Source: an optimization exercise on an open RTL-to-GDS flow (aim: small area, a short achievable clock period and few clock cycles per item). Production flows keep margins and buffers that such runs may drop.
RTL that was checked went through simulation tests only; none was proved equivalent to the original.
Power and IR drop assume default switching activity.

job 7821:
// bdgr_enc
module bdgr_enc (
    input  wire        clk,
    input  wire        rst,
    input  wire        start,
    input  wire [15:0] width,
    input  wire [15:0] height,
    input  wire        pred_med,
    output wire        busy,
    input  wire        in_valid,
    input  wire [7:0]  in_pix,
    input  wire [7:0]  in_up,
    output wire        in_ready,
    output wire        out_valid,
    output wire [63:0] out_word,
    output wire        out_last,
    input  wire        out_ready
);
Size in the first run: roughly 1500 cells after synthesis, roughly 230 flip-flops, about 120 I/O pins, roughly 13000 µm² of cells after synthesis.
export LEC_CHECK = 0
export CAP_MARGIN = 20
export CORE_MARGIN = 2
export CORE_UTILIZATION = 40
export SLEW_MARGIN = 20
create_clock -name core_clock -period 11.0 [get_ports {clk}]
standard.sh (not shown) runs the stock make flow with config.mk's settings and CLKGATE_MAP_FILE= SYNTH_SCRIPT=/design/flow/synth_recipe.tcl, a recipe that flattens the netlist after the stock synthesis.
==> flow/flow/run.sh <==
#!/bin/bash
# Standard layout, with plain buffers on the ports.
set -euo pipefail
export BUFFER_PORTS_ARGS="-buffer_cell sky130_fd_sc_hd__buf_1"
bash standard.sh > standard_make.log 2>&1
### job 7821 -> job 7229
==> flow/flow/run.sh <==
#!/bin/bash
set -euo pipefail
export BUFFER_PORTS_ARGS="-buffer_cell sky130_fd_sc_hd__buf_1"
export SETUP_SLACK_MARGIN=7.0
bash standard.sh > standard_make.log 2>&1
### Flow results
When the final numbers for job 7821 and job 7229 were put side by side, the number of gates on the worst path with buffers counted turned out to be smaller in job 7229. Clock-net power of job 7229 is on par with job 7821. Comparing job 7821 and job 7229, area of the multi-input gates is lower on job 7821. Looking at share of power burned in registers, job 7229 sits 1.4 points lower than job 7821 does. Relative to job 7821, combinational power has gone up in job 7229. Maximum frequency in job 7229 is about 30% above job 7821. For the wire length, job 7229 came in 1.3% higher than job 7821 did. On post-layout minimum cycle time: between job 7821 and job 7229, it ends up lower for job 7229. Slew at the pin closest to its max-slew limit: job 7229 < job 7821. Combinational cell fraction of total power (job 7229 over job 7821): increase, 1.9 points.
The inputs of job 7431 differ from those of job 7229 as listed below.
==> flow/flow/run.sh <==
#!/bin/bash
set -euo pipefail
export BUFFER_PORTS_ARGS="-buffer_cell sky130_fd_sc_hd__buf_1"
export SETUP_SLACK_MARGIN=7.6
bash standard.sh > standard_make.log 2>&1
==> comparison <==
Going from job 7229 to job 7431, via count increased by 364 relative to the old numbers; number of buffer and inverter instances along the worst setup path has decreased. Finished layout cell area (job 7229 / job 7431): 0.948.
Function was not checked in any run of this note: the RTL went through the layout flow alone.

---

bdgr_enc, a different RTL version from the one above (not shown whole).
export LEC_CHECK = 0
export CAP_MARGIN = 20
export CORE_MARGIN = 2
export CORE_UTILIZATION = 40
export SLEW_MARGIN = 20
export TNS_END_PERCENT = 5
create_clock -name core_clock -period 11.0 [get_ports {clk}]
==> flow/flow/run.sh <==
#!/bin/bash
set -euo pipefail
export BUFFER_PORTS_ARGS="-buffer_cell sky130_fd_sc_hd__buf_1"
export SETUP_SLACK_MARGIN=7.4
bash standard.sh > standard_make.log 2>&1
The starting point produced a clean layout.
Change:
--- a/flow/config.mk
+++ b/flow/config.mk
@@ -11,2 +11 @@
 export SLEW_MARGIN = 20
-export TNS_END_PERCENT = 5
Clock power is about the same. Count of clock-buffer cells in the layout goes down by 7. Setup slack gets better by 0.059 ns.
No run of this note included a check of the RTL's function; only the layout flow was run.

---

Another version of the RTL of bdgr_enc (not shown whole).
For scale: roughly 1400 cells after synthesis, about 220 flip-flops, ~0.012 mm² of cells after synthesis.
Settings: LEC_CHECK=0, CAP_MARGIN=20, CORE_MARGIN=2, CORE_UTILIZATION=40, CTS_BUF_LIST=sky130_fd_sc_hd__clkbuf_16, CTS_CLUSTER_DIAMETER=60, CTS_CLUSTER_SIZE=30, SLEW_MARGIN=20; clock period 11.0 ns.
==> flow/flow/run.sh <==
#!/bin/bash
set -euo pipefail
export BUFFER_PORTS_ARGS="-buffer_cell sky130_fd_sc_hd__buf_1"
export SETUP_SLACK_MARGIN=7.5
bash standard.sh > standard_make.log 2>&1
The baseline went through all stages and came out clean.
Testbench counts at the start, summed over its fixed seeds: cycles 34,785, items 34,030.
Change:
--- a/flow/flow/run.sh
+++ b/flow/flow/run.sh
@@ -4 +4 @@
-export SETUP_SLACK_MARGIN=7.5
+export SETUP_SLACK_MARGIN=7.4
Settings changed: CORE_UTILIZATION 40 to 55, PLACE_DENSITY from default to 0.7.
=>
- The new run passed the timing, DRC and antenna checks
- wire length shrinks by about 6%
- clock power shrinks by about 12%
- setup slack degrades by 0.038 ns
- clock skew shrinks by 0.016 ns
- cell count shrinks by about 7%
- global-route usage grows by 5.8 points
- total power shrinks by 5.3%
Change:
Settings changed: CORE_UTILIZATION 55 to 40, CTS_BUF_LIST sky130_fd_sc_hd__clkbuf_16 to sky130_fd_sc_hd__clkbuf_8, CTS_CLUSTER_DIAMETER 60 to 40, CTS_CLUSTER_SIZE 30 to 16, PLACE_DENSITY 0.7 to default.
Result: Sequential power stays flat. Combinational power came out higher by about 2%. Sequential share of layout area decreases by 1.4 points. Synthesized cell count does not change. Area after synthesis is unchanged. Worst setup slack gets better by 0.014 ns. Power rises by 10%. Maximum frequency is higher by 0.39%. Global-route usage fell by 5.6 points.
Change:
Settings changed: ABC_AREA from default to 1, CTS_BUF_LIST sky130_fd_sc_hd__clkbuf_8 to sky130_fd_sc_hd__clkbuf_16, CTS_CLUSTER_DIAMETER 40 to 60, CTS_CLUSTER_SIZE 16 to 30.
Outcome: Register-to-register slack gains 0.20 ns. Clock power drops by about a fifth. Global-route usage climbs by 0.38 points. Total power drops by about a fifth. Worst hold slack gains 0.0063 ns. Wire length climbs slightly. Setup slack gains 0.12 ns. Clock-buffer cell count drops by 22.
Change:
Settings changed: ABC_AREA 1 to default, CTS_BUF_LIST sky130_fd_sc_hd__clkbuf_16 to sky130_fd_sc_hd__clkbuf_8, CTS_CLUSTER_DIAMETER 60 to 40, CTS_CLUSTER_SIZE 30 to 20.
=> The changed run went through all stages and came out clean. Worst hold slack degrades by 0.0063 ns. Synthesized area went down by 2.5%. Setup slack loses 0.12 ns. Sequential power rose by 2.8%. Clock power rose by 26%. Synthesized cell count goes down by 12%.
Change:
--- a/flow/flow/run.sh
+++ b/flow/flow/run.sh
@@ -4 +4 @@
-export SETUP_SLACK_MARGIN=7.4
+export SETUP_SLACK_MARGIN=7.6
Settings changed: ABC_AREA from default to 1, CTS_BUF_LIST sky130_fd_sc_hd__clkbuf_8 to sky130_fd_sc_hd__clkbuf_16, CTS_CLUSTER_DIAMETER 40 to 60, CTS_CLUSTER_SIZE 20 to 30.
Utilization shrinks by 0.99 points.
Combinational power drops by 23%.
Routed wire length rises by 1.7%.
Global-route usage went up by 0.23 points.
Sequential power drops by 2.7%.
Critical path depth decreases by 11.
Clock power goes down by 7.5%.
Cell count goes up by 9.4%.
Cell area came out higher by 0.70%.
Sequential cell count does not change.
Fmax is higher by 4.8%.

---

Setup of exp/xenon:
bdgr_enc again, from the RTL that the note above started with.
// bdgr_enc
module bdgr_enc (
    input  wire        clk,
    input  wire        rst,
    input  wire        start,
    input  wire [15:0] width,
    input  wire [15:0] height,
    input  wire        pred_med,
    output wire        busy,
    input  wire        in_valid,
    input  wire [7:0]  in_pix,
    input  wire [7:0]  in_up,
    output wire        in_ready,
    output wire        out_valid,
    output wire [63:0] out_word,
    output wire        out_last,
    input  wire        out_ready
);
    localparam integer ACW    = 88;            
    localparam [6:0]   HOLD_T = ACW - 20;      
    reg        busy_r, in_ready_r, out_valid_r, out_last_r;
    reg        busy_o;        
    reg        med_r;
    reg [15:0] w_r;
    reg [15:0] xc;            
    reg [15:0] yc;            
    reg        first_col, first_row;
    reg        pix_done;      
    reg        v0;            
    reg [7:0]  pix0, up0;     
    reg [7:0]  dA0, dB0, e0;  
    reg        use_c0, use_b0;  
    reg [2:0]  k_r;           
    reg        vR;            
    reg [3:0]  qoffR;         
    reg [3:0]  keffR;         
    reg [7:0]  dataR;         
    reg [6:0]  spos;          
    reg [ACW-1:0] acc;
    assign busy      = busy_o;
    assign in_ready  = in_ready_r;
    assign out_valid = out_valid_r;
    assign out_last  = out_last_r;
    assign out_word  = acc[63:0];
    wire accept = in_valid & in_ready_r;
    wire fire   = out_valid_r & out_ready;
  ...
clock: 11.0 ns
lec_check: 0
cap_margin: 20
core_margin: 2
core_utilization: 40
slew_margin: 20
==> flow/flow/run.sh <==
#!/bin/bash
set -euo pipefail
export BUFFER_PORTS_ARGS="-buffer_cell sky130_fd_sc_hd__buf_1"
export SETUP_SLACK_MARGIN=7.6
bash standard.sh > standard_make.log 2>&1
Testbench counts of exp/xenon, summed over its fixed seeds: cycles 34,785, items 34,030.
For exp/maple, these inputs were changed with respect to exp/xenon:
Settings: an added CTS_CLUSTER_DIAMETER of 60; an added CTS_BUF_LIST of sky130_fd_sc_hd__clkbuf_16; an added CTS_CLUSTER_SIZE of 30; an added PLACE_DENSITY of 0.8; a change of CORE_UTILIZATION from 40 to 65.
==> flow/flow/run.sh <==
#!/bin/bash
set -euo pipefail
export BUFFER_PORTS_ARGS="-buffer_cell sky130_fd_sc_hd__buf_1"
export SETUP_SLACK_MARGIN=7.4
bash standard.sh > standard_make.log 2>&1
--- outcome ---
exp/maple went all the way through synthesis, placement and routing and the layout is clean on timing, DRC and antenna.
Compared exp/maple against exp/xenon; flip-flop and latch count within noise.
Delta (exp/maple minus exp/xenon): number of clock buffers in the layout moved down; non-clock buffer instance count of the final layout moved down; HPWL reported at the end of detailed placement moved down; area used by sequential logic in the layout level; global placer's final weighted congestion moved up.
Edits applied to the flow inputs when going from exp/maple to exp/ember:
Settings: PLACE_DENSITY no longer set, was 0.8; CTS_BUF_LIST now sky130_fd_sc_hd__clkbuf_8, was sky130_fd_sc_hd__clkbuf_16; CORE_UTILIZATION now 40, was 65; CTS_CLUSTER_DIAMETER now 50, was 60; CTS_CLUSTER_SIZE now 20, was 30.
Findings:
Going from exp/maple to exp/ember, leakage power summed over all cells rose by 0.036 nW; synthesized cell count flat; number of nets still failing antenna checks after routing now sits at about the same level. Between exp/ember and exp/maple, the portion of the layout cell area used by non-clock buffers is lower for exp/maple. Post-synthesis to final-layout area growth (higher): exp/ember. When the final numbers for exp/ember and exp/maple were put side by side, the minimum hold slack turned out to be smaller in exp/ember. Comparing the two runs side by side, exp/ember comes out behind exp/maple on post-DP HPWL. Setup slack: exp/ember more than exp/maple. On exp/ember: clock-buffer cell count is 11 higher than what exp/maple gave.
[inputs] exp/onyx vs exp/ember
Settings: CTS_CLUSTER_SIZE: 20 -> 30; CORE_UTILIZATION: 40 -> 55; CTS_BUF_LIST: sky130_fd_sc_hd__clkbuf_8 -> sky130_fd_sc_hd__clkbuf_16; ABC_AREA: unset -> 1; CTS_CLUSTER_DIAMETER: 50 -> 60; PLACE_DENSITY: unset -> 0.7.
Notes after the runs:
For exp/ember, the critical path start-end classification was reg2out, unlike exp/onyx, where it was in2reg.
exp/onyx — combinational cell fraction of total power 5.6 points lower, exp/ember as reference
Comparing exp/ember and exp/onyx, clock network fraction of design power is lower on exp/ember.
The faster design of the two is exp/onyx; exp/ember tops out lower.
Setup slack of the critical path after layout, exp/ember and exp/onyx, lower one = exp/ember.
For exp/ember, the uppermost layer routed was met5, unlike exp/onyx, where it was met4.
Of exp/onyx and exp/ember, it is exp/onyx that has the lower clock buffer instance count of the final layout.
Delta (exp/onyx minus exp/ember): post-route clock skew has remained practically unchanged, minimum period implied by the final worst setup slack went down, total wire length shows a reduction of 1.3%.

## separate check: timing with driven ports
How much do the figures lean on ideal ports? The routed layouts below were timed once more, with nothing changed but the port constraints. Step 1, drivers: a clkbuf_16 drives clk and a buf_2 each remaining input, both assumed. Step 2, shift: input delay + t, output delay - t, t = (earliest + latest rising clock arrival at the registers) / 2. This alone moves slack from input paths to output paths. a / b / c = ideal ports / drivers / drivers and shift; a / b = the first two.
run	t (ns)	setup slack, ns	worst setup path at the end	latest minus earliest clock arrival (ns)	worst register clock-pin slew, ns
job 7821	0.581	5.855 / 5.855 / 5.855	register to register	0.025 / 0.025	0.07 / 0.07
job 7229	0.579	7.078 / 7.077 / 6.699	input to register	0.023 / 0.023	0.07 / 0.07
job 7431	0.585	7.178 / 7.178 / 7.100	input to register	0.020 / 0.019	0.06 / 0.06
the first run of note 2	0.585	7.399 / 7.399 / 6.951	input to register	0.022 / 0.022	0.06 / 0.06
the second run of note 2	0.571	7.458 / 7.448 / 6.933	input to register	0.018 / 0.018	0.07 / 0.07
the first run of note 3	0.555	7.519 / 7.519 / 7.033	input to register	0.033 / 0.033	0.09 / 0.09
the second run of note 3	0.532	7.480 / 7.480 / 7.014	input to register	0.017 / 0.017	0.08 / 0.08
the third run of note 3	0.572	7.494 / 7.494 / 6.961	input to register	0.037 / 0.037	0.08 / 0.08
the fourth run of note 3	0.568	7.613 / 7.593 / 7.072	input to register	0.029 / 0.029	0.08 / 0.08
the fifth run of note 3	0.572	7.494 / 7.494 / 6.961	input to register	0.037 / 0.037	0.08 / 0.08
the sixth run of note 3	0.580	7.654 / 7.600 / 7.115	input to register	0.053 / 0.053	0.09 / 0.09
exp/xenon	0.587	7.559 / 7.559 / 7.047	input to register	0.021 / 0.021	0.06 / 0.06
exp/maple	0.531	7.431 / 7.431 / 6.990	input to register	0.015 / 0.014	0.09 / 0.09
exp/ember	0.616	7.506 / 7.464 / 6.924	input to register	0.040 / 0.040	0.12 / 0.12
exp/onyx	0.531	7.536 / 7.560 / 7.029	input to register	0.032 / 0.032	0.09 / 0.09
After both steps setup and hold are still met in every run listed. The setup slack of exp/ember, which loses most, moves by -0.042 ns with the drivers and by -0.582 ns with both steps.
